Background: an optimization exercise with open tools, aiming at small area. Do not read the settings as production practice.
In this exercise RTL edits were held to simulation tests only and were not proved equivalent to the original.
No activity file was given, so power comes from the tool's default toggle rates.

==> build 59: inputs <==
==> flow/design.v <==
module uart_boot_engine (
    input  wire        clk,
    input  wire        rst,             
    input  wire        begin_i,         
    input  wire [31:0] img_size_i,      
    input  wire        img_bad_i,       
    input  wire        cancel_i,        
    output wire        img_req_o,
    output wire [19:0] img_addr_o,
    input  wire        img_ack_i,
    input  wire [7:0]  img_data_i,
    output wire        tx_valid_o,
    output wire [7:0]  tx_data_o,
    input  wire        tx_ready_i,
    input  wire        tx_err_i,        
    output wire        rx_ready_o,
    input  wire        rx_valid_i,
    input  wire [7:0]  rx_data_i,
    input  wire        rx_timeout_i,
    input  wire        rx_err_i,
    output reg         close_o,
    output wire        progress_valid_o,
    output wire [31:0] progress_o,
    output reg         result_valid_o,
    output wire [2:0]  state_o,
    output wire [2:0]  cause_o
);
    localparam [2:0] K_IDLE = 3'd0;
    localparam [2:0] K_PASS = 3'd1;   
    localparam [2:0] K_LOAD = 3'd2;   
    localparam [2:0] K_TX   = 3'd3;   
    localparam [2:0] K_RX   = 3'd4;   
    localparam [2:0] K_CLS  = 3'd5;   
    localparam [2:0] K_NXT  = 3'd6;   
    localparam [2:0] K_DONE = 3'd7;
    localparam [4:0] P_SOF = 5'd0;
    localparam [4:0] P_PAY = 5'd4;
    localparam [4:0] P_CRC = 5'd20;
    localparam [4:0] P_EOF = 5'd24;
    function [31:0] t4(input [3:0] x);
        integer i;
        reg [31:0] r;
        begin
            r = {28'd0, x};
            for (i = 0; i < 4; i = i + 1)
                r = r[0] ? ((r >> 1) ^ 32'hEDB88320) : (r >> 1);
            t4 = r;
        end
    endfunction
    reg [2:0]  ctl;
    reg [2:0]  st;
    reg [2:0]  cause;
    reg [1:0]  attempt;
    reg        cancelling;
    reg [19:0] size;
    reg [19:0] addr;
    reg [31:0] crc;             
    reg [31:0] park;            
    reg [2:0]  ph;              
    reg [4:0]  pc;
    reg        nh;              
    reg        ok, is_n;          
    reg [7:0]  pbuf;            
    wire eq_hi  = (addr[19:9] == size[19:9]);
    wire eq_f   = eq_hi && (addr[8:0] == size[8:0]);
    wire off_end = &addr[8:0];
    wire k_cmd  = cancelling || !(st == 3'd2 || st == 3'd3);
    wire k_hdr  = !cancelling && st == 3'd2;
    wire k_data = !cancelling && st == 3'd3;
    wire [7:0] park_b = ~park[7:0];
    wire [7:0] crc_b  = ~crc[7:0];
    reg  [7:0] fb;
    always @(*) begin
        fb = 8'h00;
        case (pc)
            5'd0: fb = 8'hAA;
            5'd1: fb = k_hdr ? 8'h02 : k_data ? 8'h01 : 8'h00;
            5'd2: fb = k_hdr ? 8'h10 : k_data ? (eq_hi ? size[7:0] : 8'h00) : 8'h01;
            5'd3: fb = k_data ? (eq_hi ? {7'd0, size[8]} : 8'h02) : 8'h00;
            5'd4: fb = k_data ? pbuf : k_hdr ? size[7:0] :
                       cancelling ? 8'h02 : (st == 3'd4) ? 8'h01 : 8'h00;
            5'd5: fb = size[15:8];
            5'd6: fb = {4'd0, size[19:16]};
            5'd8, 5'd9, 5'd10, 5'd11: fb = park_b;
            5'd20, 5'd21, 5'd22, 5'd23: fb = crc_b;
            5'd24: fb = 8'hBB;
            default: fb = 8'h00;
        endcase
    end
    wire p_park  = (pc[4:2] == 3'd2);            
    wire p_crc   = (pc[4:2] == 3'd5);            
    wire p_one   = (pc == P_SOF) || (pc == P_EOF);
    wire p_dpay  = (pc == P_PAY) && k_data;
    wire tx_go   = (pc == P_SOF) ? (cancelling || !cancel_i) :
                   p_park ? (ph == {pc[1:0], 1'b0}) : 1'b1;
    assign tx_valid_o = (ctl == K_TX) && (p_dpay ? nh : (!nh && tx_go));
    assign tx_data_o  = fb;
    wire   tx_fire    = tx_valid_o && tx_ready_i;
    assign img_req_o  = ((ctl == K_PASS) || ((ctl == K_TX) && p_dpay && !nh)) && !eq_f;
    assign img_addr_o = addr;
    wire   img_fire   = img_req_o && img_ack_i;
    assign rx_ready_o = (ctl == K_RX) && !cancel_i;
    assign state_o    = st;
    assign cause_o    = cause;
    assign progress_o = {12'd0, addr};
    assign progress_valid_o = (ctl == K_NXT) && (st == 3'd3);
    reg        c_init, c_step, c_shift;
    reg [3:0]  c_d;
    wire [3:0]  c_x   = c_shift ? 4'd0 : (crc[3:0] ^ c_d);
    wire [31:0] c_nxt = (crc >> 4) ^ t4(c_x);
    wire [7:0] byte_in = ((ctl == K_PASS) || (p_dpay && !nh)) ? img_data_i : fb;
    always @(*) begin
        c_init  = 1'b0;
        c_step  = 1'b0;
        c_shift = 1'b0;
        c_d     = nh ? byte_in[7:4] : byte_in[3:0];
        if (p_park && ctl == K_TX) c_d = park_b[3:0];
        case (ctl)
            K_PASS: c_step = img_fire;
            K_LOAD: begin c_step = 1'b1; c_shift = 1'b1; end
            K_TX: begin
                if (pc == P_SOF) c_init = tx_fire;
                else if (p_crc) begin
                    c_shift = 1'b1;
                    c_step  = nh || tx_fire;
                end else if (pc != P_EOF) begin
                    if (p_dpay) c_step = nh ? tx_fire : img_fire;
                    else        c_step = nh || tx_fire;
                end
            end
            default: ;
        endcase
    end
    reg [7:0] exp_b;
    always @(*) begin
        case (pc[3:0])
            4'd0: exp_b = 8'hAA;
            4'd1: exp_b = 8'h03;
            4'd2: exp_b = 8'h01;
            4'd5: exp_b = is_n ? 8'h53 : 8'hC5;
            4'd6: exp_b = is_n ? 8'h2A : 8'h1A;
            4'd7: exp_b = is_n ? 8'h34 : 8'h33;
            4'd8: exp_b = is_n ? 8'h45 : 8'h32;
            4'd9: exp_b = 8'hBB;
            default: exp_b = 8'h00;
        endcase
    end
    wire rx_match = (rx_data_i[7:1] == exp_b[7:1]) && (pc[3:0] == 4'd4 || rx_data_i[0] == exp_b[0]);
    always @(posedge clk) begin
        close_o          <= 1'b0;
        result_valid_o   <= 1'b0;
        ph   <= ph + 3'd1;
        park <= {(ctl == K_LOAD) ? crc[3:0] : park[3:0], park[31:4]};
        if (c_init)
            crc <= 32'hFFFFFFFF;
        else if (c_step)
            crc <= c_nxt;
        if (rst) begin
            ctl        <= K_IDLE;
            st         <= 3'd0;
            cause      <= 3'd0;
            cancelling <= 1'b0;
            ph         <= 3'd0;
        end else begin
            case (ctl)
                K_IDLE: begin
                    if (cancel_i) begin
                        cause          <= 3'd6;
                        st             <= 3'd6;
                        result_valid_o <= 1'b1;
                        ctl            <= K_DONE;
                    end else if (begin_i) begin
                        if (img_bad_i || img_size_i[31:20] != 12'd0) begin
                            cause          <= 3'd5;
                            st             <= 3'd6;
                            result_valid_o <= 1'b1;
                            ctl            <= K_DONE;
                        end else begin
                            size    <= img_size_i[19:0];
                            addr    <= 20'd0;
                            attempt <= 2'd0;
                            st      <= 3'd1;
                            nh      <= 1'b0;
                            pc      <= P_SOF;
                            crc     <= 32'hFFFFFFFF;
                            ctl     <= K_PASS;
                        end
                    end
                end
                K_PASS: begin
                    if (eq_f) begin
                        if (ph == 3'd7) begin
                            addr <= 20'd0;
                            ctl  <= K_LOAD;
                        end
                    end else if (img_fire) begin
                        nh <= !nh;
                        if (nh) addr <= addr + 20'd1;
                    end
                end
                K_LOAD: begin
                    if (ph == 3'd7) ctl <= K_TX;
                end
                K_TX: begin
                    if (pc == P_SOF) begin
                        if (!cancelling && cancel_i) begin
                            if (st == 3'd1 && attempt == 2'd0) begin
                                close_o        <= 1'b1;
                                cause          <= 3'd6;
                                st             <= 3'd6;
                                result_valid_o <= 1'b1;
                                ctl            <= K_DONE;
                            end else
                                cancelling <= 1'b1;
                        end else if (tx_fire) begin
                            addr[8:0] <= k_data ? 9'd0 : addr[8:0];
                            pc <= 5'd1;
                        end
                    end else if (pc == P_EOF) begin
                        if (tx_fire) begin
                            pc <= P_SOF;
                            if (cancelling) begin
                                close_o        <= 1'b1;
                                cause          <= 3'd6;
                                st             <= 3'd6;
                                result_valid_o <= 1'b1;
                                ctl            <= K_DONE;
                            end else if (tx_err_i) begin
                                cause          <= 3'd1;
                                st             <= 3'd6;
                                result_valid_o <= 1'b1;
                                ctl            <= K_DONE;
                            end else begin
                                attempt <= attempt + 2'd1;
                                ok      <= 1'b1;
                                is_n    <= 1'b0;
                                ctl     <= K_RX;
                            end
                        end
                    end else if (p_dpay) begin
                        if (!nh) begin
                            if (eq_f) pc <= P_CRC;
                            else if (img_fire) begin
                                pbuf <= img_data_i;
                                nh   <= 1'b1;
                            end
                        end else if (tx_fire) begin
                            nh <= 1'b0;
                            if (off_end) pc <= P_CRC;
                            else addr <= addr + 20'd1;
                        end
                    end else begin
                        if (nh) begin
                            nh <= 1'b0;
                            pc <= (pc == P_PAY && k_cmd) ? P_CRC : pc + 5'd1;
                        end else if (tx_fire)
                            nh <= 1'b1;
                    end
                end
                K_RX: begin
                    if (cancel_i) begin
                        cancelling <= 1'b1;
                        pc         <= P_SOF;
                        ctl        <= K_TX;
                    end else if (rx_err_i) begin
                        cause          <= 3'd1;
                        st             <= 3'd6;
                        result_valid_o <= 1'b1;
                        ctl            <= K_DONE;
                    end else if (rx_timeout_i) begin
                        pc <= P_SOF;
                        if (attempt != 2'd3)
                            ctl <= K_TX;
                        else begin
                            cause          <= 3'd2;
                            st             <= 3'd6;
                            result_valid_o <= 1'b1;
                            ctl            <= K_DONE;
                        end
                    end else if (rx_valid_i) begin
                        ok <= ok && rx_match;
                        if (pc[3:0] == 4'd4) is_n <= rx_data_i[0];
                        pc   <= pc + 5'd1;
                        if (pc[3:0] == 4'd9) ctl <= K_CLS;
                    end
                end
                K_CLS: begin
                    pc <= P_SOF;
                    if (ok && !is_n) begin
                        attempt <= 2'd0;
                        case (st)
                            3'd1: begin
                                st  <= 3'd2;
                                ctl <= K_TX;
                            end
                            3'd2: begin
                                addr <= 20'd0;
                                ctl  <= K_NXT;
                            end
                            3'd3: begin
                                if (!eq_f) addr <= addr + 20'd1;
                                ctl <= K_NXT;
                            end
                            default: begin
                                st             <= 3'd5;
                                result_valid_o <= 1'b1;
                                ctl            <= K_DONE;
                            end
                        endcase
                    end else if (attempt != 2'd3) begin
                        ctl <= K_TX;
                    end else begin
                        cause          <= (ok && is_n) ? 3'd3 : 3'd4;
                        st             <= 3'd6;
                        result_valid_o <= 1'b1;
                        ctl            <= K_DONE;
                    end
                end
                K_NXT: begin
                    st  <= eq_f ? 3'd4 : 3'd3;
                    ctl <= K_TX;
                end
                default: ;
            endcase
        end
    end
endmodule
==> flow/flow/run.sh <==
#!/bin/bash
set -uo pipefail
cd "$(dirname "$0")/.."
bash standard.sh \
  "BUFFER_PORTS_ARGS=-buffer_cell sky130_fd_sc_hd__buf_1" \
  "CTS_ARGS=-sink_clustering_enable -repair_clock_nets -dont_use_dummy_load -buf_list sky130_fd_sc_hd__clkbuf_8" \
  finish > make_finish.log 2>&1
==> flow/standard.sh <==
#!/bin/bash
# synth_recipe.tcl (not shown) runs the flow's synth.tcl, then flattens the netlist and writes it again
# the make line also repeats each setting of config.mk as NAME=value (left out here)
make -C /OpenROAD-flow-scripts/flow DESIGN_CONFIG=/design/flow/config.mk WORK_HOME=/design/flow/orfs CLKGATE_MAP_FILE= SYNTH_SCRIPT=/design/flow/synth_recipe.tcl "${@:-finish}"
==> flow/config.mk <==
export PLATFORM = sky130hd
export DESIGN_NAME = uart_boot_engine
export DESIGN_NICKNAME = uart_boot_engine
export VERILOG_FILES = /design/flow/design.v
export SDC_FILE = /design/flow/constraint.sdc
export NUM_CORES = 4
export LEC_CHECK = 0
export CAP_MARGIN = 20
export CORE_MARGIN = 2
export CORE_UTILIZATION = 70
export PLACE_DENSITY = 0.75
export SLEW_MARGIN = 20
==> flow/constraint.sdc <==
create_clock -name core_clock -period 12.0 [get_ports {clk}]
set_input_delay 2.4000 -clock core_clock [delete_from_list [all_inputs] [get_ports {clk}]]
set_output_delay 2.4000 -clock core_clock [all_outputs]
set_load 0.01 [all_outputs]
==> build 55 (differences from build 59) <==
==> flow/run.sh (new file) <==
#!/bin/bash
# synth_recipe.tcl (not shown) runs the flow's synth.tcl, then flattens the netlist and writes it again
# the make line also repeats each setting of config.mk as NAME=value (left out here)
make -C /OpenROAD-flow-scripts/flow DESIGN_CONFIG=/design/flow/config.mk WORK_HOME=/design/flow/orfs CLKGATE_MAP_FILE= SYNTH_SCRIPT=/design/flow/synth_recipe.tcl finish
CTS_BUF_LIST = sky130_fd_sc_hd__clkbuf_8   (was default)
removed: flow/flow/run.sh
removed: flow/standard.sh
==> run summary <==
item	build 59	build 55
Slew margin rel.	24.0%	28.1%
Fraction of final layout cells with drive strength greater than 1	6.47%	8.01%
Multi-input combinational area share	49.4%	44.6%
Register-to-register setup slack	7.76 ns	7.39 ns
Hold endpoint	park[17]	park[6]
Slew of the pin with the lowest slew margin	1.14 ns	1.08 ns
Clock transition at path regs	0.07 ns	0.09 ns
Clock buffer and inverter area fraction after layout	2.75%	4.11%
Leading cell type in the layout, fill and taps excluded	sky130_fd_sc_hd__buf_1	sky130_fd_sc_hd__clkdlybuf4s50_1
Finished Cell Area	8520 um2	9420 um2
Met2 Usage GRT	58.2%	66.0%
Overall routed net length	22100 um	24800 um
Outcome	complete, no violations	complete, no violations
Post-DP HPWL	16300 um	17600 um
Static Leak	3.09 nW	3.48 nW
Routability-driven placement congestion ratio	1.00	1.01

-- re-timing with driven ports --
The flow's constraints put no driver on any port. The routed layouts listed below were extracted and timed again, unchanged, in two steps. Step 1 assumes that a clkbuf_16 drives the clock port and a buf_2 every other input. Step 2 adds t to the input delays and takes it off the output delays; t is the mean of the earliest and latest rising clock arrival at the registers after step 1. Input paths then give back, and output paths get back, about the clock's delay inside the block. Three values: ideal, step 1, step 2; two values: the first two.
run	t (ns)	setup slack, ns	worst register clock-pin slew, ns	pins driven straight from the clock port
build 59	0.488	6.146 / 6.123 / 6.123	0.09 / 0.09	1
build 55	0.515	5.381 / 5.360 / 5.360	0.09 / 0.09	1
After both steps setup and hold are still met in every run listed. The setup slack of build 59, which loses most, moves by -0.023 ns with the drivers and by -0.023 ns with both steps.
